What follows belongs to an exercise in optimizing a design on an open flow for small area and a short achievable clock period; a production flow would make more cautious choices.
Only simulation tests tie the RTL to the original design; equivalence was not proved.
No activity file was given, so power comes from the tool's default toggle rates.

<file path="flow/flow/run.sh">
#!/bin/bash
# Layout flow: the standard flow (standard.sh) with three changes:
# - plain buf_1 cells as the port buffers instead of the delay cells that
#   buffer_ports picks by default;
# - timing repair aimed further below the constraint;
# - a clock tree from smaller buffers, without dummy loads.
set -euo pipefail
bash standard.sh \
  "BUFFER_PORTS_ARGS=-buffer_cell sky130_fd_sc_hd__buf_1" \
  SETUP_SLACK_MARGIN=7 \
  "CTS_ARGS=-sink_clustering_enable -repair_clock_nets -dont_use_dummy_load -buf_list {sky130_fd_sc_hd__clkbuf_4 sky130_fd_sc_hd__clkbuf_8}" \
  finish > standard_flow.log 2>&1
</file>
<file path="flow/standard.sh">
#!/bin/bash
# synth_recipe.tcl (not shown) runs the flow's synth.tcl, then flattens the netlist and writes it again
# the make line also repeats each setting of config.mk as NAME=value (left out here)
make -C /OpenROAD-flow-scripts/flow DESIGN_CONFIG=/design/flow/config.mk WORK_HOME=/design/flow/orfs CLKGATE_MAP_FILE= SYNTH_SCRIPT=/design/flow/synth_recipe.tcl "${@:-finish}"
</file>
<file path="flow/config.mk">
export PLATFORM = sky130hd
export DESIGN_NAME = zec
export DESIGN_NICKNAME = zec
export VERILOG_FILES = /design/flow/design.v
export SDC_FILE = /design/flow/constraint.sdc
export NUM_CORES = 4
export LEC_CHECK = 0
export CAP_MARGIN = 20
export CORE_MARGIN = 2
export CORE_UTILIZATION = 60
export SLEW_MARGIN = 20
</file>
<file path="flow/constraint.sdc">
create_clock -name core_clock -period 13.0 [get_ports {clk}]
set_input_delay 2.6000 -clock core_clock [delete_from_list [all_inputs] [get_ports {clk}]]
set_output_delay 2.6000 -clock core_clock [all_outputs]
set_load 0.01 [all_outputs]
</file>
<file path="flow/design.v">
module zec (
    input  wire        clk,
    input  wire        rst,
    input  wire        t_valid,
    input  wire [39:0] t_cmd,
    output wire        t_ready,
    output reg         t_rsp_valid,
    output wire [39:0] t_rsp,
    input  wire        h_valid,
    input  wire [39:0] h_cmd,
    output wire        h_ready,
    output reg         h_rsp_valid,
    output wire [39:0] h_rsp,
    output reg         hnote
);
    localparam [2:0] ST_OK        = 3'd0;
    localparam [2:0] ST_EMPTY     = 3'd1;
    localparam [2:0] ST_FULL      = 3'd2;
    localparam [2:0] ST_NOT_READY = 3'd3;
    localparam [2:0] ST_VMISMATCH = 3'd4;
    localparam [2:0] ST_BAD_ARG   = 3'd5;
    localparam [2:0] ST_ILLEGAL   = 3'd6;
    reg [1:0]   hs;
    reg [7:0]   seq;
    reg         nen;
    reg         npend;
    reg         prio_t;
    reg [3:0]   rxh, rxt, txh, txt;
    reg [127:0] rxm;             
    reg [127:0] txm;
    reg [7:0]   zrun;
    reg [7:0]   zc;
    reg         esc;
    reg [31:0]  txcount, rxcount;
    reg [2:0]   r_st;
    reg [4:0]   r_lb;
    reg         r_rd;            
    reg [4:0]   r_ra;            
    reg         r_ssr, r_txc, r_rxc, r_drx, r_dtx;
    wire hs_on = |hs;
    wire fire  = npend & nen & hs_on;
    assign t_ready = ~rst & ~fire & ~(h_valid & ~prio_t);
    assign h_ready = ~rst & ~fire & ~(t_valid &  prio_t);
    wire gnt_t = t_valid & t_ready;
    wire gnt_h = h_valid & h_ready;
    wire [3:0] rxc   = rxh - rxt;
    wire [3:0] txc   = txh - txt;
    wire       rx_e  = (rxh == rxt);
    wire       tx_e  = (txh == txt);
    wire       rx_f  = (rxc == 4'd15);
    wire       rx_1  = (rxc == 4'd1);
    wire [3:0] txfree = ~txc;      
    wire [3:0] rxt1  = rxt + 4'd1;
    wire [7:0] rv0 = rxm[8*rxt  +: 8];
    wire [7:0] rv1 = rxm[8*rxt1 +: 8];
    wire       rv0_80 = (rv0 == 8'h80);
    wire       rv1_80 = (rv1 == 8'h80);
    wire g_zr   = |zc[7:1];                          
    wire g_pop  = ~g_zr & ~rx_e;                     
    wire g_two  = g_pop & ~esc & rv0_80 & ~rx_1;     
    wire g_escs = g_pop & ~esc & rv0_80 & rx_1;      
    wire g_cnt  = g_pop & (esc | rv0_80) & ~g_escs;  
    wire g_cb80 = esc ? rv0_80 : rv1_80;             
    wire [7:0] g_cb = esc ? rv0 : rv1;
    wire g_ok   = g_zr | (g_pop & ~g_escs);
    wire g_rd   = g_pop & ~g_escs & (~g_cnt | g_cb80);   
    wire       zr0   = (zrun == 8'd0);
    wire       zr128 = (zrun == 8'd128);
    wire       zr254 = (zrun == 8'd254);
    wire f1 = (txfree >= 4'd1), f2 = (txfree >= 4'd2), f3 = (txfree >= 4'd3);
    wire f4 = (txfree >= 4'd4), f5 = (txfree >= 4'd5), f6 = (txfree >= 4'd6);
    wire okF  = zr0 ? 1'b1 : zr128 ? f4 : f2;
    wire okP1 = zr0 ? f1   : zr128 ? f5 : f3;
    wire okP2 = zr0 ? f2   : zr128 ? f6 : f4;
    wire [7:0] e1e = zr128 ? 8'h7F : zr0 ? 8'h80 : zrun;
    wire [7:0] top  = t_cmd[39:32];
    wire [7:0] tab  = t_cmd[7:0];
    wire       t_b  = ~|t_cmd[31:8];       
    wire       ab0  = ~|tab;
    wire       t_n  = t_b & ab0;           
    wire       ab80 = (tab == 8'h80);
    wire       ab1  = (tab == 8'h01);
    wire op01 = (top == 8'h01), op02 = (top == 8'h02), op03 = (top == 8'h03);
    wire op04 = (top == 8'h04), op05 = (top == 8'h05), op06 = (top == 8'h06);
    wire op07 = (top == 8'h07), op08 = (top == 8'h08), op09 = (top == 8'h09);
    wire op0a = (top == 8'h0A);
    wire t_leg = ((op01 | op02 | op04 | op06 | op08 | op09) & t_n) |
                 ((op03 | op05 | op07 | op0a) & t_b);
    wire t_gate = op02 | op03 | op04 | op05 | op06;
    wire t_x    = t_leg & (hs_on | ~t_gate);       
    wire x_setup = t_x & op01;
    wire x_getb  = t_x & op02;
    wire x_putb  = t_x & op03;
    wire x_flush = t_x & op04;
    wire x_push  = t_x & op05;
    wire x_pop   = t_x & op06;
    wire x_nen   = t_x & op07;
    wire x_sig   = t_x & op08;
    wire x_rdssr = t_x & op09;
    wire x_rdst  = t_x & op0a;
    wire w_abs   = x_putb & ab0 & ~zr254;           
    wire w_A     = x_putb & ab0 & zr254 & f2;       
    wire w_1     = x_putb & ~ab0 & ~ab80 & okP1;    
    wire w_2     = x_putb & ab80 & okP2;            
    wire w_F     = x_flush & okF;                   
    wire w_U     = x_push & ~ab0 & f1;              
    wire t_full  = (x_putb & ~w_abs & ~w_A & ~w_1 & ~w_2) | (x_flush & ~okF) |
                   (x_push & ~ab0 & ~f1);
    wire tx_wr   = w_A | w_1 | w_2 | w_F | w_U;
    wire putb_ok = w_abs | w_A | w_1 | w_2;
    wire [5:0] lgt;
    assign lgt[0] = w_A | w_1 | w_2 | (w_F & ~zr0) | w_U;
    assign lgt[1] = w_A | (w_1 & ~zr0) | w_2 | (w_F & ~zr0);
    assign lgt[2] = (w_1 & ~zr0) | (w_2 & ~zr0) | (w_F & zr128);
    assign lgt[3] = ((w_1 | w_2 | w_F) & zr128) | (w_2 & ~zr0);
    assign lgt[4] = (w_1 | w_2) & zr128;
    assign lgt[5] = w_2 & zr128;
    wire [5:0] lgt_g = {6{gnt_t}} & lgt;
    wire [2:0] tlen = {lgt[3],
                       (lgt[1] & ~lgt[3]) | lgt[5],
                       (lgt[0] & ~lgt[1]) | (lgt[2] & ~lgt[3]) | (lgt[4] & ~lgt[5])};
    wire [7:0] e1 = {e1e[7:1], e1e[0] | (top[0] & ab0 & zr254)};
    wire       ab_at0 = zr0 | (top[2] & top[0]);        
    reg [2:0] t_st;
    always @(*) begin
        if (!t_leg)                     t_st = ST_ILLEGAL;
        else if (t_gate && !hs_on)      t_st = ST_NOT_READY;
        else if ((x_push & ab0) | (x_nen & ~ab0) | (x_rdst & ~ab0 & ~ab1))
                                        t_st = ST_BAD_ARG;
        else if (t_full)                t_st = ST_FULL;
        else if ((x_getb & ~g_ok) | (x_pop & rx_e))
                                        t_st = ST_EMPTY;
        else                            t_st = ST_OK;
    end
    wire [7:0]  hop  = h_cmd[39:32];
    wire [31:0] harg = h_cmd[31:0];
    wire [7:0]  hab  = h_cmd[7:0];
    wire        h_b  = ~|h_cmd[31:8];
    wire        hab0 = ~|hab;
    wire        h_n  = h_b & hab0;
    wire hp81 = (hop == 8'h81), hp82 = (hop == 8'h82), hp83 = (hop == 8'h83);
    wire hp84 = (hop == 8'h84), hp85 = (hop == 8'h85), hp86 = (hop == 8'h86);
    wire hp87 = (hop == 8'h87), hp88 = (hop == 8'h88);
    wire h_leg  = ((hp81 | hp85 | hp88) & h_n) | ((hp83 | hp84 | hp87) & h_b) | hp82 | hp86;
    wire h_nr   = (hp82 & ~hs_on) | ((hp83 | hp84 | hp85) & ~hs[1]);
    wire h_x    = h_leg & ~h_nr;
    wire pk_rx  = (harg[31:4] == 28'h2000010);
    wire pk_tx  = (harg[31:4] == 28'h2000020);
    wire [3:0] pa = harg[3:0];
    wire neg_m  = (harg[31:8] == 24'hBEEF01);
    wire y_neg   = h_x & hp82;
    wire y_desc  = h_x & hp83;
    wire y_push  = h_x & hp84 & ~hab0;
    wire y_pop   = h_x & hp85;
    wire [3:0] pk_o = pa - (pk_rx ? rxt : txt);
    wire pk_occ  = pk_o < (pk_rx ? rxc : txc);
    wire y_peek  = h_x & hp86 & (pk_rx | pk_tx) & pk_occ;
    wire y_idx   = h_x & hp87 & (hab < 8'd4);
    wire y_sig   = h_x & hp88;
    wire y_ssr   = h_x & (hp81 | hp82);
    wire y_rxwr  = y_push & ~rx_f;
    wire y_txpop = y_pop & ~tx_e;
    wire h_bad = h_x & ((hp83 & (hab > 8'd4)) | (hp84 & hab0) |
                        (hp86 & ~pk_rx & ~pk_tx) | (hp87 & (hab > 8'd3)));
    reg [2:0] h_st;
    always @(*) begin
        if (!h_leg)                     h_st = ST_ILLEGAL;
        else if (h_nr)                  h_st = ST_NOT_READY;
        else if (h_bad)                 h_st = ST_BAD_ARG;
        else if (y_neg & ~neg_m)        h_st = ST_VMISMATCH;
        else if (y_push & rx_f)         h_st = ST_FULL;
        else if (y_pop & tx_e)          h_st = ST_EMPTY;
        else                            h_st = ST_OK;
    end
    reg [4:0] h_lb;
    always @(*) begin
        h_lb = 5'd0;
        if (y_desc & ((hab == 8'd1) | (hab == 8'd3))) h_lb = 5'd16;
        if (y_desc & (hab == 8'd4))                   h_lb = 5'd1;
        if (y_idx) case (hab[1:0])
            2'd0: h_lb = {1'b0, rxh};
            2'd1: h_lb = {1'b0, rxt};
            2'd2: h_lb = {1'b0, txh};
            default: h_lb = {1'b0, txt};
        endcase
    end
    wire [15:0] hd = 16'd1 << txh;
    wire [15:0] rd = 16'd1 << rxh;
    wire        rx_go = gnt_h & y_rxwr;
    genvar gi;
    generate
        for (gi = 0; gi < 16; gi = gi + 1) begin : g_slot
            wire h0 = hd[gi], h1 = hd[(gi+15)%16], h2 = hd[(gi+14)%16];
            wire h3 = hd[(gi+13)%16], h4 = hd[(gi+12)%16], h5 = hd[(gi+11)%16];
            wire s_ab = (h0 & ab_at0) | (h2 & ~zr128) | h4;
            wire s_e1 = h1;
            wire s_e3 = h3 & zr128;
            wire we   = (h0 & lgt_g[0]) | (h1 & lgt_g[1]) | (h2 & lgt_g[2]) |
                        (h3 & lgt_g[3]) | (h4 & lgt_g[4]) | (h5 & lgt_g[5]);
            wire [7:0] wd;
            assign wd[7]   = (s_ab & tab[7]) | (s_e1 & e1[7]) | ~(s_ab | s_e1 | s_e3);
            assign wd[6:1] = ({6{s_ab}} & tab[6:1]) | ({6{s_e1}} & e1[6:1]);
            assign wd[0]   = (s_ab & tab[0]) | (s_e1 & e1[0]) | s_e3;
            always @(posedge clk) begin
                if (we)
                    txm[8*gi +: 8] <= wd;
                if (rx_go & rd[gi])
                    rxm[8*gi +: 8] <= hab;
            end
        end
    endgenerate
    wire t_note = (x_getb & g_pop) | (x_pop & ~rx_e) | lgt[0];
    always @(posedge clk) begin
        if (rst) begin
            hs <= 2'd0; seq <= 8'd0; nen <= 1'b0; npend <= 1'b0; prio_t <= 1'b1;
            rxh <= 4'd0; rxt <= 4'd0; txh <= 4'd0; txt <= 4'd0;
            zrun <= 8'd0; zc <= 8'd0; esc <= 1'b0;
            t_rsp_valid <= 1'b0; h_rsp_valid <= 1'b0; hnote <= 1'b0;
        end else begin
            t_rsp_valid <= gnt_t;
            h_rsp_valid <= gnt_h;
            hnote <= fire;
            if (gnt_t) prio_t <= 1'b0;
            else if (gnt_h) prio_t <= 1'b1;
            if (fire) begin
                npend <= 1'b0;
                seq   <= seq + 8'd1;
            end
            if (gnt_t) begin
                if (x_setup) begin
                    hs <= 2'd1; seq <= 8'd0; npend <= 1'b0;
                    rxh <= 4'd0; rxt <= 4'd0; txh <= 4'd0; txt <= 4'd0;
                    zrun <= 8'd0; zc <= 8'd0; esc <= 1'b0;
                end else begin
                    if (t_note | x_sig) npend <= 1'b1;
                    if (x_nen & ab0) nen <= 1'b1;
                    if ((x_getb & g_pop) | (x_pop & ~rx_e)) rxt <= (x_getb & g_two) ? rxt + 4'd2 : rxt1;
                    if (x_getb & g_escs) esc <= 1'b1;
                    if (x_getb & g_cnt) esc <= 1'b0;
                    if (x_getb & g_zr) zc <= zc - 8'd1;
                    if (x_getb & g_cnt & ~g_cb80) zc <= g_cb;
                    if (w_abs) zrun <= zrun + 8'd1;
                    if (tx_wr & ~x_push) zrun <= 8'd0;
                    if (tx_wr) txh <= txh + {1'b0, tlen};
                end
            end
            if (gnt_h) begin
                if (y_sig) npend <= 1'b1;
                if (y_neg & ~neg_m) hs <= 2'd1;
                if (y_neg & neg_m & (hs == 2'd1)) hs <= 2'd2;
                if (y_push | y_pop) hs <= 2'd3;
                if (y_rxwr) rxh <= rxh + 4'd1;
                if (y_txpop) txt <= txt + 4'd1;
            end
        end
    end
    always @(posedge clk) begin
        if (rst | (gnt_t & x_setup)) begin
            txcount <= 32'd0;
            rxcount <= 32'd0;
        end else begin
            if (gnt_t & putb_ok) txcount <= txcount + 32'd1;
            if (gnt_t & x_getb & g_ok) rxcount <= rxcount + 32'd1;
        end
    end
    always @(posedge clk) begin
        if (gnt_h) begin
            r_st <= h_st; r_lb <= h_lb;
            r_rd <= y_txpop | y_peek;
            r_ra <= {~pk_rx, hp86 ? pa : txt};
            r_ssr <= y_ssr; r_txc <= 1'b0; r_rxc <= 1'b0;
            r_drx <= y_desc & hab0; r_dtx <= y_desc & (hab == 8'd2);
        end else begin
            r_st <= t_st; r_lb <= 5'd0;
            r_rd <= (x_getb & g_rd) | (x_pop & ~rx_e);
            r_ra <= {1'b0, (x_getb & g_two) ? rxt1 : rxt};
            r_ssr <= x_rdssr; r_txc <= x_rdst & ab0; r_rxc <= x_rdst & ab1;
            r_drx <= 1'b0; r_dtx <= 1'b0;
        end
    end
    wire [7:0] rd_byte = r_ra[4] ? txm[8*r_ra[3:0] +: 8] : rxm[8*r_ra[3:0] +: 8];
    wire       o_en  = r_rd;
    wire [31:0] ssr = hs_on ? {24'hBEEF01, seq} : 32'd0;
    wire [31:0] rdat = ({32{r_ssr}} & ssr)
                     | ({32{r_txc}} & txcount)
                     | ({32{r_rxc}} & rxcount)
                     | ({32{r_drx}} & 32'h2000_0100)
                     | ({32{r_dtx}} & 32'h2000_0200)
                     | {27'd0, r_lb}
                     | {24'd0, {8{o_en}} & rd_byte};
    assign t_rsp = {5'd0, r_st, rdat};
    assign h_rsp = {5'd0, r_st, rdat};
endmodule
</file>
==> impl_metrics.toml, run 1 <==
[timing]
min_period_over_period = 0.457
rsz0062_at_grt = "yes"
max_freq_mhz = 168
fin_crit_ns = 5.94
clock-skew-final_ns = 0.0573
final-hold-violation-count = 0
maxSlewViolCount = 0
worstMarginPinSlew_ns = 1.13
tns_ns = 0
whs_ns = 0.477
timing.slew.headroom = 0.240
setup_viol = 0

[finish]
sequential_cell_area_mm2 = 0.0103
layout-drive-gt1-share = 0.149
syn2layout_area_growth_pct = 8.68
multiInputGateArea_mm2 = 0.0122
fin_nets = 2418
fill_cells = 3076

[cts]
clk_path_buf_depth = 3
cts_num_sinks = 388
cts-root-buf = "clkbuf_8"
clk_pin_slew_worst_paths_ns = 0.06
clk_latency_ns = 0.64
h-tree-depth = 3
numCtsBuffers = 68
cts_tree = "yes"

[floorplan]
start_util = 0.607
dieHeight_um = 202
ioPinCount = 169
die_w_um = 202
dieArea_mm2 = 0.0406
rows = 72
core_mm2 = 0.0386

[setup_path]
start_kind = "primary input"
crit_arrival_ns = 3.34
path_max_fanout = 35
required_ns = 10.40
crit_type = "primary input to output port"
end_kind = "output port"

[global_route]
antenna_found_initial = 4
grt_use_total = 0.404
grt_max_degree = 76
grt_pass1_vias = 18799
grt_pass1_wl_mm = 122
grt-ovfl-total = 0

[worst_hold_path]
hold_class = "flop to flop"

[routing]
ant_nets = 0
via_count = 20180
viasPerCell = 7.16
drt_iter0_drc = 3348
first_pass_iters = 10
wl_met1_mm = 31.4
top_layer = "met5"
met2_length_mm = 34.0
routed_wl_mm = 82.1
drcViolationCount = 0
met3_length_mm = 12.9
routedWlPerCell_um = 29.2

[synthesis]
synth_top_family_by_area = "multiplexers"
ys.flop_type = "edfxtp_1"
synth_edf_count = 256
synth_seq_cells = 388
synth_compound_area_frac = 0.145
yosysTopAreaCell = "edfxtp_1"
yosys.area_share.simple = 0.157
synth_area_leaders = "edfxtp_1 (33%), mux4_2 (12%), dfxtp_1 (11%)"
syn_area_per_cell_um2 = 10.6
syn_inst = 2210
ys_seq_area_frac = 0.441
yosys_warnings = 1
synthAdderAreaFrac = 0.0205
synth.most_common_cell = "edfxtp_1"
synth_common_cells = "edfxtp_1 (256), nand2_1 (245), o21ai_0 (184)"
ys_types = 86
syn_area_mm2 = 0.0234
synth_top_area_frac = 0.328
synth_xor_area_frac = 0.0243
muxShareOfSynthArea = 0.161
async_flop_share = 0

[outcome]
status = "finished clean"

[place]
port_buffers = 158
detailed_place_hpwl_mm = 59.8
gp_congestion = 1.02

[power_and_ir_drop]
totalPowerFinal_mw = 2.35
powerDensity_mw_per_mm2 = 92.4
p_leak_nw = 7.75
vdd_drop_max_mv = 0.0747

[run]
drv_cap = 0
[power by group]
group	total, mW	leakage [nW]	internal [mW]	switching [mW]
Sequential	1.31	3.28	1.31	0.00252
Combinational	0.109	3.98	0.0379	0.0710
Clock	0.931	0.489	0.461	0.470
Total	2.35	7.75	1.81	0.543
[sequential cells by signal, summed over array words and instances (netlist names), 5 cells and up]
signal	flops
r_ra	5
r_lb	5
txcount	32
rxm	128
zrun	8
rxcount	32
zc	8
seq	8
txm	128
[area by class of cell]
type | instances | share of cell area
antenna | 3 | 0.000295
sequential | 388 | 0.406
tap | 518 | 0.0255
clock buffer | 68 | 0.0368
inverter | 48 | 0.00708
timing repair buffer | 210 | 0.0429
multi-input combinational | 1582 | 0.481
[path summary, 6_finish.rpt]
kind / start / endpoint / depth (start not counted) / slack (ns)
setup / recovery: rst / h_ready / 4 / 7.06
hold reg to reg: nen / nen / 2 / 0.48
setup reg to reg: txh[0] / txm[25] / 13 / 8.02
hold / removal: nen / nen / 2 / 0.48
[routing by layer]
layer,global-route usage,vias up
met3,0.156,230
met2,0.556,1632
met4,0.159,6
li1,-,8613
met5,0,-
met1,0.574,9699
[cell families after synthesis]
family,after synthesis
buf+inv,249
flops,388
compound gates,509
other cells,1
mux,214
simple gates,748
fa+ha+maj,36
xor+xnor,65
[worst max-delay path, stage by stage]
cell and delay (ns):
buf_1 0.07, buf_4 0.25, a211oi_2 0.24, buf_1 0.18
[placed cells by master, fill, tap and decap left out, types with 46 or more instances in the layout]
cell      count
dfxtp_1     126
nor2_1      152
clkbuf_8     68
buf_1       152
nand2_1     243
o21ai_0     180
buf_4        46
nand3_1      53
mux2i_1      69
edfxtp_1    256
a21oi_1      70
mux4_2      129
[metrics by stage]
step,setup slack [ns],utilization,instances,cell area (um2)
finish,7.06,0.660,2817,25400
floorplan,6.96,-,2219,23500
detailed placement,5.57,0.623,2732,24000
global placement,5.72,0.623,2732,24000
CTS,7.00,0.656,2812,25300
global route,7.01,0.660,2814,25400
[timing repair]
action                                  CTS  global route
buffers inserted                         12             2
pin swaps                                14             3
resized for setup                        46            27
hold buffers                              0             0
endpoints found under the setup margin  221           221
==> inputs of run 2 (changes only) <==
--- a/flow/flow/run.sh
+++ b/flow/flow/run.sh
@@ -9,3 +9,3 @@
   "BUFFER_PORTS_ARGS=-buffer_cell sky130_fd_sc_hd__buf_1" \
-  SETUP_SLACK_MARGIN=7 \
+  SETUP_SLACK_MARGIN=7.3 \
   "CTS_ARGS=-sink_clustering_enable -repair_clock_nets -dont_use_dummy_load -buf_list {sky130_fd_sc_hd__clkbuf_4 sky130_fd_sc_hd__clkbuf_8}" \
==> impl_metrics.toml, run 2 <==
[cts]
clk_pin_slew_worst_paths_ns = 0.05
cts-root-buf = "clkbuf_8"
h-tree-depth = 3
numCtsBuffers = 70
clk_latency_ns = 0.63
clk_path_buf_depth = 3
cts_num_sinks = 388
cts.hold.buffers_added = 0
cts_tree = "yes"

[synthesis]
synth_seq_cells = 388
yosysTopAreaCell = "edfxtp_1"
async_flop_share = 0
synth_common_cells = "edfxtp_1 (256), nand2_1 (245), o21ai_0 (184)"
syn_area_mm2 = 0.0234
syn_area_per_cell_um2 = 10.6
synth_area_leaders = "edfxtp_1 (33%), mux4_2 (12%), dfxtp_1 (11%)"
synth_top_area_frac = 0.328
yosys_warnings = 1
ys_types = 86
synth_edf_count = 256
ys.flop_type = "edfxtp_1"
synth.most_common_cell = "edfxtp_1"
ys_seq_area_frac = 0.441
syn_inst = 2210

[setup_path]
crit_type = "primary input to output port"
path_max_fanout = 4
end_kind = "output port"
path_cells = "buf_8, buf_12, a211oi_4, buf_2"
cpLargestDelayFamily = "buffers and inverters"
cp_slowest_stage_delay_ns = 0.16
r2r_start = "txh[0]"
rr_worst_depth = 12
slowest_stage = "a211oi_4"
reg2reg_to = "txm[125]"
crit_arrival_ns = 3.15
required_ns = 10.40
path_buf_inv = 3
start_kind = "primary input"
r2r_setup_slack_ns = 7.92

[timing]
min_period_over_period = 0.442
maxSlewViolCount = 0
whs_ns = 0.485
worstMarginPinSlew_ns = 1.07
rsz0062_at_grt = "yes"
timing.slew.headroom = 0.288
fin_crit_ns = 5.75
tns_ns = 0
final-hold-violation-count = 0
setup_viol = 0
clock-skew-final_ns = 0.0569
max_freq_mhz = 174

[floorplan]
core_mm2 = 0.0386
rows = 72
die_w_um = 202
ioPinCount = 169
dieHeight_um = 202
start_util = 0.607
dieArea_mm2 = 0.0406

[routing]
drt_iter0_drc = 3695
ant_nets = 0
via_count = 20530
routedWlPerCell_um = 29.0
first_pass_iters = 10
drcViolationCount = 0
routed_wl_mm = 82.2
viasPerCell = 7.25

[finish]
syn2layout_area_growth_pct = 10.5
final_util = 0.671
multiInputGateArea_mm2 = 0.0124
final_cell_area_mm2 = 0.0259
final_common_cell = "edfxtp_1"
reg_top3 = "rxm: 128 flops, txm: 128 flops"
final_cell_mix = "edfxtp_1 (256), nand2_1 (243), o21ai_0 (179), nor2_1 (150), buf_1 (144)"
sequential_cell_area_mm2 = 0.0103
fill_cells = 3039
layout-drive-gt1-share = 0.163
fin_nets = 2433

[global_route]
grt_pass1_vias = 18688
grt-ovfl-total = 0
grt_pass1_wl_mm = 121
antenna_found_initial = 2
grt_max_degree = 77
grt_use_total = 0.399

[power_and_ir_drop]
vdd_drop_max_mv = 0.0736
powerDensity_mw_per_mm2 = 91.5
p_switching_mw = 0.539
p_int_mw = 1.83
combPwrFrac = 0.050
totalPowerFinal_mw = 2.37
sw_frac_of_total = 0.228
clockPowerShare = 0.396
p_seq_frac = 0.554
p_leak_nw = 7.91

[run]
drv_cap = 0

[place]
gp_congestion = 1.01
placed_area_mm2 = 0.0241
detailed_place_hpwl_mm = 58.9
port_buffers = 158

[worst_hold_path]
whs_path_depth = 2
min_from = "nen"
hold_class = "flop to flop"
holdPathEnd = "nen"

[outcome]
status = "finished clean"
-- run 2: final cells by class --
| type | count | area share |
|---|---|---|
| multi-input cells | 1582 | 0.480 |
| flip-flops and latches | 388 | 0.400 |
| repair buffers | 223 | 0.0502 |
| clock buffers | 70 | 0.0372 |
| well taps | 518 | 0.0251 |
| inverters | 48 | 0.00697 |
| diodes | 4 | 0.000387 |
-- run 2: what timing repair did --
| item | CTS | global route |
|---|---|---|
| buffers inserted | 21 | 4 |
| gates cloned | 2 | 1 |
| endpoints found under the setup margin | 322 | 236 |
| pin swaps | 13 | 9 |
| gates resized for setup | 74 | 44 |
-- run 2: routing by layer --
layer / up-vias / GRT usage / routed length [um]
li1: 8630 / - / -
met1: 9882 / 0.578 / 30900
met2: 1771 / 0.548 / 34000
met3: 247 / 0.138 / 13300
met4: 0 / 0.163 / 3990
met5: - / 0 / 0
-- run 2: cells by family (layout without fill, tap and decap cells) --
family / after synthesis / in the layout / synth area share
compound gates: 509 / 509 / 0.145
buf+inv: 249 / 341 / 0.0504
xor+xnor: 65 / 65 / 0.0243
flops: 388 / 388 / 0.441
other cells: 1 / 14 / 0.000160
fa+ha+maj: 36 / 36 / 0.0205
simple gates: 748 / 748 / 0.157
mux: 214 / 214 / 0.161
-- run 2: how the worst max path moves through the flow --
stage | cells after the start | to | start
floorplan | 9 | txm[104] | t_cmd[37]
global placement | 9 | txm[40] | t_cmd[2]
detailed placement | 9 | txm[10] | t_cmd[2]
CTS | 4 | h_ready | rst
global route | 4 | t_ready | rst
finish | 4 | h_ready | rst
-- run 2: worst min-delay path, stage by stage, from the launching register on --
cell,delay [ns]
dfxtp_1,0.34
a21oi_1,0.05
nor2_1,0.07
-- run 2: metrics by stage --
| stage | instances | setup WS (ns) |
|---|---|---|
| finish | 2833 | 7.25 |
| floorplan | 2219 | 7.19 |
| CTS | 2824 | 7.22 |
| global placement | 2731 | 5.80 |
| detailed placement | 2731 | 5.57 |
| global route | 2829 | 7.23 |
-- run 2: power groups by stage --
| stage | registers [mW] | clock network (mW) | logic, mW |
|---|---|---|---|
| 6_report | 1.31 | 0.938 | 0.118 |
| 2_1_floorplan | 1.33 | 0 | 0.0631 |
| 3_5_place_dp | 1.34 | 0 | 0.100 |
| 4_1_cts | 1.31 | 0.942 | 0.112 |
| 5_1_grt | 1.31 | 0.993 | 0.123 |
| 3_3_place_gp | 1.34 | 0 | 0.0980 |
==> inputs of run 3 (changes only) <==
==> flow/flow/run.sh (replaced) <==
#!/bin/bash
# Layout flow: the standard flow (standard.sh) with three changes:
# - plain buf_1 cells as the port buffers instead of the delay cells that
#   buffer_ports picks by default;
# - timing repair aimed further below the constraint;
# - a clock tree from smaller buffers in larger sink clusters, without dummy
#   loads.
set -euo pipefail
bash standard.sh \
  "BUFFER_PORTS_ARGS=-buffer_cell sky130_fd_sc_hd__buf_1" \
  SETUP_SLACK_MARGIN=7 \
  "CTS_ARGS=-sink_clustering_enable -repair_clock_nets -dont_use_dummy_load -sink_clustering_size 18 -sink_clustering_max_diameter 50 -buf_list {sky130_fd_sc_hd__clkbuf_8}" \
  finish > standard_flow.log 2>&1
==> impl_metrics.toml, run 3 <==
[outcome]
status = "finished clean"

[finish]
final_common_cell = "edfxtp_1"
layout.cells.non_filler = 2789
multiInputGateArea_mm2 = 0.0123
reg_top3 = "rxm: 128 flops, txm: 128 flops"
sequential_cell_area_mm2 = 0.0103
layout-drive-gt1-share = 0.138
fin_nets = 2392
final_cell_mix = "edfxtp_1 (256), nand2_1 (243), o21ai_0 (180), nor2_1 (152), buf_1 (152)"
fill_cells = 3102
syn2layout_area_growth_pct = 7.19

[setup_path]
path_max_fanout = 17
crit_top_cell = "and2_1"
required_ns = 13.29
path_cells = "clkdlybuf4s15_2, nor4_4, and2_1, a211o_1, nand4_1, a2111oi_4, buf_4, or4_4, and2_1, a222oi_1, o221ai_4"
crit_type = "primary input to flop"
cp_slowest_stage_delay_ns = 0.64
end_kind = "flop"
slowest_stage = "or4_4"
start_kind = "primary input"
crit_arrival_ns = 6.25

[synthesis]
yosys_warnings = 1
syn_area_per_cell_um2 = 10.6
synth_common_cells = "edfxtp_1 (256), nand2_1 (245), o21ai_0 (184)"
synth_area_leaders = "edfxtp_1 (33%), mux4_2 (12%), dfxtp_1 (11%)"
synth.most_common_cell = "edfxtp_1"
ys_seq_area_frac = 0.441
ys.flop_type = "edfxtp_1"
muxShareOfSynthArea = 0.161
ys_types = 86
synth_top_area_frac = 0.328
syn_inst = 2210
synth_edf_count = 256
async_flop_share = 0
synth_top_family_by_area = "multiplexers"
synth_compound_area_frac = 0.145
syn_area_mm2 = 0.0234
synthAdderAreaFrac = 0.0205
synth_seq_cells = 388
synth_xor_area_frac = 0.0243
yosysTopAreaCell = "edfxtp_1"
yosys.area_share.simple = 0.157

[routing]
routed_wl_mm = 81.1
drt_iter0_drc = 3405
routedWlPerCell_um = 29.1
viasPerCell = 7.17
first_pass_iters = 10
ant_nets = 0
via_count = 20001
drcViolationCount = 0

[timing]
timing.slew.headroom = 0.163
max_freq_mhz = 168
clock-skew-final_ns = 0.0974
fin_crit_ns = 5.96
setup_viol = 0
tns_ns = 0
rsz0062_at_grt = "yes"
maxSlewViolCount = 0
worstMarginPinSlew_ns = 1.24
min_period_over_period = 0.458
final-hold-violation-count = 0

[cts]
cts_num_sinks = 388
cts.hold.buffers_added = 0
h-tree-depth = 2
clk_latency_ns = 0.66
cts-root-buf = "clkbuf_8"
clk_path_buf_depth = 3
clk_pin_slew_worst_paths_ns = 0.08
numCtsBuffers = 40
cts_tree = "yes"

[power_and_ir_drop]
p_int_mw = 1.62
p_leak_nw = 7.57
combPwrFrac = 0.052
p_seq_frac = 0.622
sw_frac_of_total = 0.230
vdd_drop_max_mv = 0.0703
powerDensity_mw_per_mm2 = 83.8
p_switching_mw = 0.484
clockPowerShare = 0.326

[run]
drv_cap = 0

[worst_hold_path]
hold_class = "flop to flop"

[floorplan]
dieArea_mm2 = 0.0406
rows = 72
dieHeight_um = 202
core_mm2 = 0.0386
start_util = 0.607
die_w_um = 202
ioPinCount = 169

[global_route]
grt_pass1_vias = 18504
grt_max_degree = 76
antenna_found_initial = 6
grt_use_total = 0.398
grt_pass1_wl_mm = 120
grt-ovfl-total = 0

[place]
dp.cells = 2732
gp_congestion = 1.02
port_buffers = 158
detailed_place_hpwl_mm = 59.8
-- run 3: critical path: cells and delay by family --
| kind | cells | cell delay [ns] |
|---|---|---|
| compound gates | 4 | 1.34 |
| simple gates | 5 | 1.58 |
| buf+inv | 2 | 0.69 |
-- run 3: path summary, 6_finish.rpt --
path	start	endpoint	slack, ns	cells past startpoint
max	t_cmd[2]	txm[27]	7.04	11
min	zc[5]	zc[5]	0.48	2
max reg2reg	txh[0]	txm[27]	7.78	14
min reg2reg	zc[5]	zc[5]	0.48	2
-- run 3: power groups by stage --
stage                     Sequential (mW)  Clock (mW)  Combinational [mW]
final                                1.31       0.685               0.109
after global routing                 1.31       0.727               0.114
after CTS                            1.31       0.687               0.105
after detailed placement             1.34           0               0.103
after global placement               1.34           0               0.101
after floorplan                      1.33           0              0.0625
-- run 3: area by class of cell --
class / count / share of cell area
Timing Repair Buffer: 212 / 0.0448
Clock buffer: 40 / 0.0219
Sequential cell: 388 / 0.412
Antenna cell: 1 / 0.0000997
Multi-Input combinational cell: 1582 / 0.488
Inverter: 48 / 0.00718
Tap cell: 518 / 0.0258
-- run 3: cell families after synthesis --
group,Yosys count
compound gates,509
xor+xnor,65
fa+ha+maj,36
buf+inv,249
flops,388
mux,214
other cells,1
simple gates,748
-- run 3: per-stage QoR --
| stage | total power, mW | util | setup WS [ns] | hold slack (ns) | instance area [um2] |
|---|---|---|---|---|---|
| floorplan | 1.40 | - | 6.96 | 0.430 | 23500 |
| global placement | 1.44 | 0.623 | 5.72 | 0.473 | 24000 |
| detailed placement | 1.44 | 0.623 | 5.57 | 0.474 | 24000 |
| CTS | 2.10 | 0.646 | 6.99 | 0.486 | 24900 |
| global route | 2.15 | 0.651 | 6.87 | 0.506 | 25100 |
| finish | 2.10 | 0.651 | 7.04 | 0.482 | 25100 |
-- run 3: metal layers --
layer	GRT usage	vias to the layer above	wire, um
met4	0.152	6	3630
met5	0	-	37
met2	0.554	1581	33400
met3	0.140	223	13000
li1	-	8572	-
met1	0.573	9619	31000
-- run 3: repair_timing --
| item | CTS | global route |
|---|---|---|
| gates resized for setup | 47 | 29 |
| buffers inserted | 12 | 4 |
| setup endpoints to repair | 198 | 220 |
| pin swaps | 11 | 4 |
| cloned | 0 | 0 |
==> inputs of run 4 (changes only) <==
--- a/flow/flow/run.sh
+++ b/flow/flow/run.sh
@@ -10,3 +10,3 @@
   "BUFFER_PORTS_ARGS=-buffer_cell sky130_fd_sc_hd__buf_1" \
-  SETUP_SLACK_MARGIN=7 \
+  SETUP_SLACK_MARGIN=7.3 \
   "CTS_ARGS=-sink_clustering_enable -repair_clock_nets -dont_use_dummy_load -sink_clustering_size 18 -sink_clustering_max_diameter 50 -buf_list {sky130_fd_sc_hd__clkbuf_8}" \
==> impl_metrics.toml, run 4 <==
[outcome]
status = "finished clean"

[setup_path]
path_max_fanout = 4
start_kind = "primary input"
crit_arrival_ns = 3.15
cpLargestDelayFamily = "buffers and inverters"
rr_worst_depth = 13
end_kind = "output port"
r2r_setup_slack_ns = 7.76
path_buf_inv = 3
slowest_stage = "a211oi_4"
r2r_start = "txh[0]"
required_ns = 10.40
cp_slowest_stage_delay_ns = 0.16
reg2reg_to = "txm[24]"
crit_type = "primary input to output port"
path_cells = "buf_8, buf_12, a211oi_4, buf_2"

[routing]
first_pass_iters = 9
via_count = 20321
drcViolationCount = 0
ant_nets = 0
routedWlPerCell_um = 29.1
routed_wl_mm = 81.7
top_layer = "met5"
met3_length_mm = 13.4
drt_iter0_drc = 3595
wl_met1_mm = 30.6
met2_length_mm = 33.5
viasPerCell = 7.25

[synthesis]
syn_area_mm2 = 0.0234
yosys_warnings = 1
ys.flop_type = "edfxtp_1"
synth_seq_cells = 388
syn_inst = 2210
async_flop_share = 0
yosysTopAreaCell = "edfxtp_1"
syn_area_per_cell_um2 = 10.6
ys_types = 86
synth_area_leaders = "edfxtp_1 (33%), mux4_2 (12%), dfxtp_1 (11%)"
synth_common_cells = "edfxtp_1 (256), nand2_1 (245), o21ai_0 (184)"
synth_top_area_frac = 0.328
ys_seq_area_frac = 0.441
synth_edf_count = 256
synth.most_common_cell = "edfxtp_1"

[timing]
tns_ns = 0
timing.slew.headroom = 0.203
clock-skew-final_ns = 0.0669
min_period_over_period = 0.442
rsz0062_at_grt = "yes"
worstMarginPinSlew_ns = 1.19
fin_crit_ns = 5.75
maxSlewViolCount = 0
max_freq_mhz = 174
setup_viol = 0
final-hold-violation-count = 0

[finish]
final_cell_area_mm2 = 0.0255
final_cell_mix = "edfxtp_1 (256), nand2_1 (243), o21ai_0 (178), nor2_1 (149), buf_1 (143)"
layout-drive-gt1-share = 0.154
reg_top3 = "rxm: 128 flops, txm: 128 flops"
multiInputGateArea_mm2 = 0.0124
fin_nets = 2402
final_common_cell = "edfxtp_1"
sequential_cell_area_mm2 = 0.0103
fill_cells = 3100
syn2layout_area_growth_pct = 8.76

[cts]
clk_path_buf_depth = 3
numCtsBuffers = 42
cts_tree = "yes"
cts.hold.buffers_added = 0
clk_latency_ns = 0.65
cts_num_sinks = 388
h-tree-depth = 2
clk_pin_slew_worst_paths_ns = 0.06
cts-root-buf = "clkbuf_8"

[floorplan]
core_mm2 = 0.0386
rows = 72
die_w_um = 202
dieHeight_um = 202
dieArea_mm2 = 0.0406
ioPinCount = 169
start_util = 0.607

[power_and_ir_drop]
p_leak_nw = 7.70
totalPowerFinal_mw = 2.14
powerDensity_mw_per_mm2 = 84.0
vdd_drop_max_mv = 0.0825

[global_route]
antenna_found_initial = 6
grt-ovfl-total = 0
grt_max_degree = 77
grt_pass1_wl_mm = 120
grt_use_total = 0.398
grt_pass1_vias = 18462

[place]
gp_congestion = 1.01
port_buffers = 158
detailed_place_hpwl_mm = 58.9
placed_area_mm2 = 0.0241

[worst_hold_path]
min_from = "npend"
hold_class = "flop to flop"
holdPathEnd = "hnote"
whs_path_depth = 2

[run]
drv_cap = 0
[run 4: cell types whose count changed in the layout (fill, tap and decap cells not counted), sizes merged]
cell and delta:
clkbuf +11, bufbuf +3, clkdlybuf4s15 -3, clkdlybuf4s18 -2, buf +1, diode +3
[run 4: cells by family (layout without fill, tap and decap cells)]
family | Yosys count | count (layout) | share of synthesized area
adders and majority gates | 36 | 36 | 0.0205
AOI/OAI and AO/OA | 509 | 509 | 0.145
DFF | 388 | 388 | 0.441
and+or+nand+nor | 748 | 748 | 0.157
other | 1 | 14 | 0.000160
xor gates and xnor gates | 65 | 65 | 0.0243
muxes | 214 | 214 | 0.161
buffers and inverters | 249 | 310 | 0.0504
[run 4: cell type report]
class / instances / share of cell area
Clock buffer: 42 / 0.0227
Timing Repair Buffer: 220 / 0.0503
Sequential cell: 388 / 0.406
Inverter: 48 / 0.00707
Multi-Input combinational cell: 1582 / 0.488
Antenna cell: 4 / 0.000393
Tap cell: 518 / 0.0254
[run 4: metal layers]
layer	up-vias	track usage
li1	8564	-
met1	9811	0.580
met2	1699	0.550
met3	243	0.131
met4	4	0.153
met5	-	0
[run 4: worst max-delay path by stage]
stage,start,end,depth (start not counted)
3_5_place_dp,t_cmd[2],txm[10],9
4_1_cts,rst,h_ready,4
3_3_place_gp,t_cmd[2],txm[40],9
5_1_grt,rst,t_ready,4
2_1_floorplan,t_cmd[37],txm[104],9
6_report,rst,h_ready,4
[run 4: repair_timing]
| item | in CTS | in global routing |
|---|---|---|
| gates resized for setup | 74 | 58 |
| endpoints found under the setup margin | 322 | 275 |
| buffers inserted | 18 | 4 |
| pin swaps | 10 | 9 |
| cloned | 3 | 0 |
[run 4: worst min-delay path: stages, from the launching register on]
cell and delay (ns):
dfxtp_1 0.32, inv_1 0.08, nor3_1 0.05
[run 4: through the flow]
step | setup slack [ns] | cells | hold WS (ns) | util
final | 7.25 | 2802 | 0.475 | 0.661
after global routing | 7.23 | 2798 | 0.477 | 0.660
after CTS | 7.22 | 2794 | 0.472 | 0.656
after detailed placement | 5.57 | 2731 | 0.475 | 0.625
after global placement | 5.80 | 2731 | 0.464 | 0.625
after floorplan | 7.19 | 2219 | 0.430 | -
[run 4: power by group]
part	leakage (nW)	internal, mW	switching [mW]
registers	3.28	1.31	0.00317
clock network	0.302	0.288	0.424
logic	4.12	0.0463	0.0719
==> inputs of run 5 (changes only) <==
--- a/flow/flow/run.sh
+++ b/flow/flow/run.sh
@@ -10,3 +10,3 @@
   "BUFFER_PORTS_ARGS=-buffer_cell sky130_fd_sc_hd__buf_1" \
-  SETUP_SLACK_MARGIN=7.3 \
+  SETUP_SLACK_MARGIN=7.5 \
   "CTS_ARGS=-sink_clustering_enable -repair_clock_nets -dont_use_dummy_load -sink_clustering_size 18 -sink_clustering_max_diameter 50 -buf_list {sky130_fd_sc_hd__clkbuf_8}" \
==> impl_metrics.toml, run 5 <==
[outcome]
status = "finished clean"

[synthesis]
syn_inst = 2210
yosysTopAreaCell = "edfxtp_1"
syn_area_per_cell_um2 = 10.6
synth_seq_cells = 388
async_flop_share = 0
yosys_warnings = 1
ys.flop_type = "edfxtp_1"
ys_types = 86
synth.most_common_cell = "edfxtp_1"
synth_area_leaders = "edfxtp_1 (33%), mux4_2 (12%), dfxtp_1 (11%)"
synth_edf_count = 256
syn_area_mm2 = 0.0234
synth_top_area_frac = 0.328
synth_common_cells = "edfxtp_1 (256), nand2_1 (245), o21ai_0 (184)"
ys_seq_area_frac = 0.441

[cts]
cts-root-buf = "clkbuf_8"
clk_latency_ns = 0.66
clk_pin_slew_worst_paths_ns = 0.07
h-tree-depth = 2
numCtsBuffers = 43
cts_tree = "yes"
cts.hold.buffers_added = 0
clk_path_buf_depth = 3
cts_num_sinks = 388

[place]
detailed_place_hpwl_mm = 59.2
gp_congestion = 1.03
port_buffers = 158
dp.cells = 2735
placed_area_mm2 = 0.0243

[setup_path]
rr_worst_depth = 12
r2r_setup_slack_ns = 8.21
start_kind = "primary input"
path_max_fanout = 2
required_ns = 10.40
end_kind = "output port"
reg2reg_to = "txm[107]"
crit_arrival_ns = 3.11
r2r_start = "txh[0]"
crit_start = "h_valid"
crit_type = "primary input to output port"

[finish]
fill_cells = 3036
layout-drive-gt1-share = 0.177
syn2layout_area_growth_pct = 10.9
reg_top3 = "rxm: 128 flops, txm: 128 flops"
final_common_cell = "edfxtp_1"
final_cell_mix = "edfxtp_1 (256), nand2_1 (241), o21ai_0 (170), nor2_1 (152), buf_1 (135)"
fin_nets = 2432
final_cell_area_mm2 = 0.0260
layout.cells.non_filler = 2829
final_util = 0.674

[global_route]
grt-ovfl-total = 0
grt_pass1_vias = 18632
grt_max_degree = 76
grt_use_total = 0.400
grt_pass1_wl_mm = 121
antenna_found_initial = 1

[timing]
rsz0062_at_grt = "yes"
setup_viol = 0
min_period_over_period = 0.439
max_freq_mhz = 175
maxSlewViolCount = 0
tns_ns = 0
timing.slew.headroom = 0.286
final-hold-violation-count = 0
fin_crit_ns = 5.71
worstMarginPinSlew_ns = 1.07
clock-skew-final_ns = 0.0755

[worst_hold_path]
whs_path_depth = 2
min_from = "npend"
hold_class = "flop to flop"
holdPathEnd = "hnote"

[power_and_ir_drop]
p_int_mw = 1.65
p_switching_mw = 0.501
powerDensity_mw_per_mm2 = 82.9
clockPowerShare = 0.333
sw_frac_of_total = 0.233
combPwrFrac = 0.058
vdd_drop_max_mv = 0.0727
totalPowerFinal_mw = 2.15
p_leak_nw = 7.95
p_seq_frac = 0.609

[routing]
first_pass_iters = 13
routedWlPerCell_um = 29.0
viasPerCell = 7.22
drcViolationCount = 0
drt_iter0_drc = 3028
via_count = 20418
ant_nets = 0
routed_wl_mm = 82.1

[floorplan]
rows = 72
die_w_um = 202
core_mm2 = 0.0386
start_util = 0.607
dieHeight_um = 202
ioPinCount = 169
dieArea_mm2 = 0.0406

[run]
drv_cap = 0
[run 5: cell count changes in the layout (fill, tap and decap cells not counted), sizes merged]
| cell | before | now |
|---|---|---|
| diode | 4 | 1 |
| buf | 207 | 230 |
| bufbuf | 3 | 2 |
| clkbuf | 52 | 60 |
[run 5: layout make-up]
cell class,instances,area [um2],share of cell area
multi-input combinational,1582,12600,0.485
tap,518,648,0.0250
antenna,1,2.50,0.0000964
inverter,48,180,0.00694
timing repair buffer,249,1610,0.0619
clock buffer,43,592,0.0228
sequential,388,10300,0.398
[run 5: critical path: stages]
cell and delay (ns):
buf_6 0.09, nor2b_4 0.12, nor3_4 0.13, buf_2 0.17
[run 5: per-layer routing]
| metal | wire (um) | track usage | part of all wire | up-vias |
|---|---|---|---|---|
| met3 | 13100 | 0.130 | 0.16 | 209 |
| met1 | 31300 | 0.577 | 0.38 | 9881 |
| met5 | 0 | 0 | 0 | - |
| li1 | - | - | - | 8642 |
| met2 | 34200 | 0.569 | 0.42 | 1686 |
| met4 | 3410 | 0.144 | 0.041 | 0 |
[run 5: how the worst max path moves through the flow]
stage,to,slack [ns],cells past startpoint
after floorplan,txh[3],7.26,16
after global placement,rxcount[20],6.16,9
after detailed placement,rxcount[20],6.01,9
after CTS,h_ready,7.30,3
after global routing,t_ready,7.26,4
final,t_ready,7.29,4
[run 5: kinds of logic after synthesis]
logic type | after synthesis | synth area share
buffers and inverters | 249 | 0.0504
multiplexers | 214 | 0.161
flip-flops | 388 | 0.441
other | 1 | 0.000160
AND/OR/NAND/NOR | 748 | 0.157
XOR/XNOR | 65 | 0.0243
adder cells (fa/ha/maj) | 36 | 0.0205
AO/OA/AOI/OAI | 509 | 0.145
[run 5: through the flow]
step / setup slack [ns] / hold WS [ns]
2_1_floorplan: 7.26 / 0.430
3_3_place_gp: 6.16 / 0.465
3_5_place_dp: 6.01 / 0.469
4_1_cts: 7.30 / 0.478
5_1_grt: 7.26 / 0.514
6_report: 7.29 / 0.480
[run 5: power groups by stage]
stage / Combinational [mW] / Sequential (mW) / Clock [mW]
2_1_floorplan: 0.0648 / 1.34 / 0
3_3_place_gp: 0.0918 / 1.34 / 0
3_5_place_dp: 0.0941 / 1.34 / 0
4_1_cts: 0.114 / 1.31 / 0.721
5_1_grt: 0.131 / 1.31 / 0.760
6_report: 0.125 / 1.31 / 0.718
[run 5: what timing repair did]
action,4_1_cts,5_1_grt
cloned,5,1
pin swaps,9,19
gates resized for setup,75,71
setup endpoints to repair,340,256
setup buffers,22,22
==> inputs of run 6 (changes only) <==
--- a/flow/design.v
+++ b/flow/design.v
@@ -256,11 +256,34 @@
     end
+    wire cnt_clr = rst | (gnt_t & x_setup);
+    reg t_inc, r_inc;
     always @(posedge clk) begin
-        if (rst | (gnt_t & x_setup)) begin
-            txcount <= 32'd0;
-            rxcount <= 32'd0;
-        end else begin
-            if (gnt_t & putb_ok) txcount <= txcount + 32'd1;
-            if (gnt_t & x_getb & g_ok) rxcount <= rxcount + 32'd1;
-        end
+        t_inc <= ~cnt_clr & gnt_t & putb_ok;
+        r_inc <= ~cnt_clr & gnt_t & x_getb & g_ok;
     end
+    wire [3:0] tpre, rpre;        
+    assign tpre[0] = 1'b1;
+    assign rpre[0] = 1'b1;
+    assign tpre[1] = &txcount[7:0];
+    assign rpre[1] = &rxcount[7:0];
+    assign tpre[2] = &txcount[15:0];
+    assign rpre[2] = &rxcount[15:0];
+    assign tpre[3] = &txcount[23:0];
+    assign rpre[3] = &rxcount[23:0];
+    wire [31:0] tcy, rcy;
+    genvar gc;
+    generate
+        for (gc = 0; gc < 32; gc = gc + 1) begin : g_bc
+            if (gc % 8 == 0) begin : g_in
+                assign tcy[gc] = t_inc & tpre[gc/8];
+                assign rcy[gc] = r_inc & rpre[gc/8];
+            end else begin : g_rip
+                assign tcy[gc] = tcy[gc-1] & txcount[gc-1];
+                assign rcy[gc] = rcy[gc-1] & rxcount[gc-1];
+            end
+            always @(posedge clk) begin
+                txcount[gc] <= ~cnt_clr & (txcount[gc] ^ tcy[gc]);
+                rxcount[gc] <= ~cnt_clr & (rxcount[gc] ^ rcy[gc]);
+            end
+        end
+    endgenerate
     always @(posedge clk) begin
--- a/flow/flow/run.sh
+++ b/flow/flow/run.sh
@@ -10,3 +10,3 @@
   "BUFFER_PORTS_ARGS=-buffer_cell sky130_fd_sc_hd__buf_1" \
-  SETUP_SLACK_MARGIN=7.5 \
+  SETUP_SLACK_MARGIN=7.3 \
   "CTS_ARGS=-sink_clustering_enable -repair_clock_nets -dont_use_dummy_load -sink_clustering_size 18 -sink_clustering_max_diameter 50 -buf_list {sky130_fd_sc_hd__clkbuf_8}" \
==> impl_metrics.toml, run 6 <==
[outcome]
status = "finished clean"

[floorplan]
ioPinCount = 169
die_w_um = 202
start_util = 0.607
core_mm2 = 0.0386
rows = 72
dieHeight_um = 202
dieArea_mm2 = 0.0406

[power_and_ir_drop]
p_leak_nw = 8.26
powerDensity_mw_per_mm2 = 83.8
vdd_drop_max_mv = 0.0780
totalPowerFinal_mw = 2.17

[setup_path]
end_kind = "flop"
crit_top_cell = "buf_4"
path_cells = "buf_1, nor4_4, buf_4, buf_4, nand4_1, nor4b_1, o31ai_1, nor4_1, buf_4, nand2_1, nor2_1"
rr_worst_depth = 10
cpLargestDelayFamily = "simple AND/OR/NAND/NOR gates"
reg2reg_to = "txm[2]"
crit_type = "primary input to flop"
start_kind = "primary input"
r2r_setup_slack_ns = 7.56
crit_arrival_ns = 6.06
path_max_fanout = 17
required_ns = 13.24
slowest_stage = "nor2_1"
cp_slowest_stage_delay_ns = 0.89
path_buf_inv = 4
r2r_start = "txh[0]"

[timing]
rsz0062_at_grt = "yes"
fin_ws_ns = 7.19
max_freq_mhz = 172
worstMarginPinSlew_ns = 1.12
tns_ns = 0
final-hold-violation-count = 0
fin_crit_ns = 5.81
min_period_over_period = 0.447
setup_viol = 0
timing.slew.headroom = 0.252
clock-skew-final_ns = 0.0771
whs_ns = 0.494
maxSlewViolCount = 0

[worst_hold_path]
whs_path_depth = 2
min_from = "zc[6]"
hold_class = "flop to flop"
holdPathEnd = "zc[6]"

[place]
gp_congestion = 1.01
port_buffers = 158
dp.cells = 2637
detailed_place_hpwl_mm = 57.0
pre_cts_ws_ns = 5.51
placed_area_mm2 = 0.0242

[cts]
cts_num_sinks = 390
clk_latency_ns = 0.66
cts.hold.buffers_added = 0
clk_pin_slew_worst_paths_ns = 0.09
numCtsBuffers = 45
clk_path_buf_depth = 3
h-tree-depth = 2
cts-root-buf = "clkbuf_8"
cts_tree = "yes"

[synthesis]
synth_seq_cells = 390
ys.flop_type = "edfxtp_1"
ys_types = 92
synth_edf_count = 256
synth_top_area_frac = 0.328
syn_inst = 2105
synth_area_leaders = "edfxtp_1 (33%), mux4_2 (14%), dfxtp_1 (11%)"
syn_area_mm2 = 0.0234
syn_area_per_cell_um2 = 11.1
yosys_warnings = 1
ys_seq_area_frac = 0.443
synth_common_cells = "edfxtp_1 (256), nand2_1 (228), o21ai_0 (191)"
synth.most_common_cell = "edfxtp_1"
yosysTopAreaCell = "edfxtp_1"
async_flop_share = 0

[finish]
fin_nets = 2394
final_cell_area_mm2 = 0.0259
fill_cells = 2993
layout-drive-gt1-share = 0.174
reg_top3 = "rxm: 128 flops, txm: 128 flops"
multiInputGateArea_mm2 = 0.0124
final_common_cell = "edfxtp_1"
final_cell_mix = "edfxtp_1 (256), nand2_1 (227), o21ai_0 (191), buf_1 (149), mux4_2 (145)"
syn2layout_area_growth_pct = 10.4
layout.cells.non_filler = 2740
final_util = 0.670
sequential_cell_area_mm2 = 0.0104

[routing]
via_count = 19680
first_pass_iters = 6
viasPerCell = 7.18
drcViolationCount = 0
drt_iter0_drc = 2479
ant_nets = 0
routed_wl_mm = 80.2
routedWlPerCell_um = 29.3

[global_route]
grt_pass1_vias = 18280
grt_pass1_wl_mm = 118
antenna_found_initial = 6
grt_max_degree = 58
grt-ovfl-total = 0
grt_use_total = 0.391

[run]
drv_cap = 0
[run 6: cell types whose count changed after synthesis, moves of 11 or more]
| cell | delta |
|---|---|
| xnor2_1 | -24 |
| a21oi_1 | -24 |
| a22o_1 | -14 |
| nand2_1 | -17 |
| ha_1 | +54 |
| a31oi_1 | +12 |
| or3_1 | -15 |
| xor2_1 | -11 |
| and2_1 | +47 |
| mux2i_1 | -26 |
| nor2_1 | -47 |
| mux4_2 | +16 |
[run 6: kinds of logic after synthesis]
| kind of cell | count (synthesis) | share of synthesized area |
|---|---|---|
| and+or+nand+nor | 684 | 0.147 |
| AOI/OAI and AO/OA | 473 | 0.138 |
| DFF | 390 | 0.443 |
| buffers and inverters | 235 | 0.0469 |
| muxes | 202 | 0.164 |
| adders and majority gates | 90 | 0.0494 |
| xor gates and xnor gates | 30 | 0.0112 |
| other | 1 | 0.000160 |
[run 6: area by class of cell]
cell class / count / area share
Multi-Input combinational cell: 1489 / 0.480
Antenna cell: 4 / 0.000387
Inverter: 43 / 0.00639
Sequential cell: 390 / 0.402
Tap cell: 518 / 0.0251
Clock buffer: 45 / 0.0240
Timing Repair Buffer: 251 / 0.0624
[run 6: report_power, final]
part	switching (mW)	internal, mW	total [mW]
sequential	0.00243	1.31	1.31
clock	0.425	0.307	0.732
combinational	0.0733	0.0454	0.119
[run 6: worst max path at each step]
stage / cells after the start / startpoint / end / slack [ns]
5_1_grt: 11 / h_cmd[7] / rxm[79] / 7.09
2_1_floorplan: 14 / t_cmd[2] / txh[3] / 6.75
6_report: 11 / h_cmd[7] / rxm[79] / 7.19
4_1_cts: 7 / r_ra[4] / t_rsp[4] / 7.21
3_3_place_gp: 9 / t_cmd[2] / txm[98] / 5.64
3_5_place_dp: 9 / t_cmd[2] / txm[103] / 5.51
[run 6: timing repair]
| action | 4_1_cts | 5_1_grt |
|---|---|---|
| setup endpoints to repair | 259 | 127 |
| setup buffers | 38 | 10 |
| gates cloned | 4 | 1 |
| endpoints found under the hold margin | 0 | 0 |
| gates resized for setup | 69 | 24 |
| pin swaps | 19 | 9 |
[run 6: worst reg2reg max path, delay by kind of cell (launching register included)]
| kind | cells | cell delay (ns) |
|---|---|---|
| AO/OA/AOI/OAI | 5 | 2.89 |
| adder cells (fa/ha/maj) | 2 | 0.48 |
| buffers and inverters | 2 | 0.41 |
| XOR/XNOR | 1 | 0.57 |
| flip-flops | 1 | 0.81 |
[run 6: routing by layer]
layer,vias up,wire length [um],track usage
li1,8332,-,-
met1,9601,29900,0.534
met2,1475,33800,0.558
met3,270,13000,0.168
met4,2,3510,0.141
met5,-,8,0
==> inputs of run 7 (changes only) <==
==> flow/flow/run.sh (replaced) <==
#!/bin/bash
# Layout flow: the standard flow (standard.sh) with three changes:
# - plain buf_1 cells as the port buffers instead of the delay cells that
#   buffer_ports picks by default;
# - timing repair aimed further below the constraint;
# - a clock tree from smaller buffers, without dummy loads.
set -euo pipefail
bash standard.sh \
  "BUFFER_PORTS_ARGS=-buffer_cell sky130_fd_sc_hd__buf_1" \
  SETUP_SLACK_MARGIN=7 \
  "CTS_ARGS=-sink_clustering_enable -repair_clock_nets -dont_use_dummy_load -buf_list {sky130_fd_sc_hd__clkbuf_4 sky130_fd_sc_hd__clkbuf_8}" \
  finish > standard_flow.log 2>&1
--- a/flow/config.mk
+++ b/flow/config.mk
@@ -9,3 +9,3 @@
 export CORE_MARGIN = 2
-export CORE_UTILIZATION = 60
+export CORE_UTILIZATION = 40
 export SLEW_MARGIN = 20
==> impl_metrics.toml, run 7 <==
[timing]
fin_crit_ns = 5.96
worstMarginPinSlew_ns = 1.18
clock-skew-final_ns = 0.0905
max_freq_mhz = 168
setup_viol = 0
min_period_over_period = 0.458
timing.slew.headroom = 0.212
final-hold-violation-count = 0
maxSlewViolCount = 0
tns_ns = 0
rsz0062_at_grt = "yes"

[worst_hold_path]
hold_class = "flop to flop"
min_from = "zc[6]"
whs_path_depth = 2
holdPathEnd = "zc[6]"

[cts]
clk_pin_slew_worst_paths_ns = 0.06
cts_tree = "yes"
clk_path_buf_depth = 3
cts_num_sinks = 390
cts-root-buf = "clkbuf_8"
numCtsBuffers = 69
cts.hold.buffers_added = 0
h-tree-depth = 3
clk_latency_ns = 0.67

[routing]
drt_iter0_drc = 2792
routedWlPerCell_um = 27.4
drcViolationCount = 0
via_count = 19358
ant_nets = 0
viasPerCell = 6.46
first_pass_iters = 7
routed_wl_mm = 82.0

[global_route]
grt_pass1_vias = 18181
grt_pass1_wl_mm = 121
antenna_found_initial = 5
grt_max_degree = 61
grt-ovfl-total = 0
grt_use_total = 0.269

[synthesis]
ys_types = 92
ys_seq_area_frac = 0.443
synth_common_cells = "edfxtp_1 (256), nand2_1 (228), o21ai_0 (191)"
synth.most_common_cell = "edfxtp_1"
syn_inst = 2105
syn_area_mm2 = 0.0234
yosys_warnings = 1
syn_area_per_cell_um2 = 11.1
async_flop_share = 0
ys.flop_type = "edfxtp_1"
synth_edf_count = 256
synth_seq_cells = 390
synth_area_leaders = "edfxtp_1 (33%), mux4_2 (14%), dfxtp_1 (11%)"
yosysTopAreaCell = "edfxtp_1"
synth_top_area_frac = 0.328

[place]
dp.cells = 2895
gp_congestion = 1.01
port_buffers = 158
detailed_place_hpwl_mm = 59.9

[floorplan]
dieArea_mm2 = 0.0605
rows = 88
ioPinCount = 169
start_util = 0.405
die_w_um = 246
core_mm2 = 0.0578
dieHeight_um = 246

[setup_path]
r2r_start = "txh[0]"
end_kind = "flop"
required_ns = 13.26
reg2reg_to = "txm[96]"
rr_worst_depth = 13
start_kind = "primary input"
crit_type = "primary input to flop"
path_max_fanout = 17
r2r_setup_slack_ns = 8.00
crit_arrival_ns = 6.22

[finish]
multiInputGateArea_mm2 = 0.0122
sequential_cell_area_mm2 = 0.0104
fin_nets = 2404
layout-drive-gt1-share = 0.171
final_common_cell = "edfxtp_1"
fill_cells = 5356
reg_top3 = "rxm: 128 flops, txm: 128 flops"
final_cell_mix = "edfxtp_1 (256), nand2_1 (227), o21ai_0 (191), buf_1 (152), mux4_2 (145)"
syn2layout_area_growth_pct = 11.3
layout.cells.non_filler = 2995

[power_and_ir_drop]
vdd_drop_max_mv = 0.0589
powerDensity_mw_per_mm2 = 90.6
p_leak_nw = 8.31

[outcome]
status = "finished clean"

[run]
drv_cap = 0
==> run 7: metal layers <==
| metal | global-route usage | vias up | part of all wire |
|---|---|---|---|
| met1 | 0.370 | 9529 | 0.40 |
| met3 | 0.0752 | 214 | 0.12 |
| met2 | 0.395 | 1272 | 0.43 |
| li1 | - | 8341 | - |
| met4 | 0.116 | 2 | 0.047 |
| met5 | 0 | - | 0.00020 |
==> run 7: how the worst max path moves through the flow <==
stage | from | to
floorplan | t_cmd[2] | txh[3]
global placement | t_cmd[2] | txm[97]
detailed placement | t_cmd[2] | txm[97]
CTS | r_ra[0] | t_rsp[2]
global route | t_cmd[2] | txh[3]
finish | t_cmd[1] | txm[42]
==> run 7: where the power goes <==
group,switching [mW],internal [mW]
combinational,0.0717,0.0385
clock,0.467,0.467
sequential,0.00279,1.31
==> run 7: kinds of logic after synthesis <==
group	share of synthesized area
and+or+nand+nor	0.147
AOI/OAI and AO/OA	0.138
DFF	0.443
buffers and inverters	0.0469
muxes	0.164
adders and majority gates	0.0494
xor gates and xnor gates	0.0112
other	0.000160
==> run 7: critical path: stages <==
cell and delay, ns:
clkbuf_4 0.24, or4_4 0.59, or4b_4 0.58, a2111oi_4 0.30, buf_4 0.18, buf_4 0.11
nand2_2 0.20, or3_1 0.51, o22ai_2 0.45, a222oi_1 0.20, o211ai_4 0.24
==> run 7: what timing repair did <==
action / 4_1_cts / 5_1_grt
gates resized for setup: 43 / 7
setup endpoints to repair: 160 / 59
buffers inserted: 23 / 4
pin swaps: 11 / 1
gates cloned: 1 / 1
==> run 7: metrics by stage <==
stage	worst slack, ns	util	area [um2]	hold WS [ns]	total power [mW]
final	7.04	0.451	26100	0.500	2.36
after global routing	6.99	0.451	26100	0.525	2.43
after CTS	7.04	0.450	26000	0.495	2.37
after detailed placement	5.39	0.425	24600	0.485	1.44
after global placement	5.52	0.425	24600	0.476	1.44
after floorplan	6.74	-	23600	0.442	1.40
==> run 7: final cells by class <==
cell class	instances	area share
Antenna cell	2	0.000192
Clock buffer	69	0.0364
Inverter	43	0.00633
Multi-Input combinational cell	1489	0.470
Sequential cell	390	0.398
Tap cell	765	0.0367
Timing Repair Buffer	237	0.0525

separate check: timing with driven ports:
The flow's constraints put no driver on any port. The routed layouts listed below were extracted and timed again, unchanged, in two steps. Step 1 sets driving cells, clkbuf_16 on the clock port and buf_2 on the other inputs (assumed; they add their load-dependent delay and slew). Step 2 moves the port delays by t, midway between the first and last clock arrival at a register: inputs arrive t later, outputs are due t later. That takes back most of the time a late clock gives input paths. Slacks: ideal ports / drivers / drivers and shift; pairs: ideal ports / drivers.
| run | t (ns) | setup WS [ns] | pins driven straight from the clock port |
|---|---|---|---|
| run 1 | 0.657 | 7.064 / 7.045 / 6.517 | 1 |
| run 2 | 0.654 | 7.252 / 7.211 / 6.693 | 1 |
| run 3 | 0.657 | 7.041 / 7.006 / 6.414 | 1 |
| run 4 | 0.675 | 7.254 / 7.212 / 6.706 | 1 |
| run 5 | 0.670 | 7.291 / 7.226 / 6.812 | 1 |
| run 6 | 0.674 | 7.185 / 7.199 / 6.541 | 1 |
| run 7 | 0.674 | 7.042 / 7.032 / 6.358 | 1 |
After both steps every run listed still meets setup and hold. For run 7, which loses most, drivers alone change the setup slack by -0.010 ns; drivers and shift together by -0.684 ns.
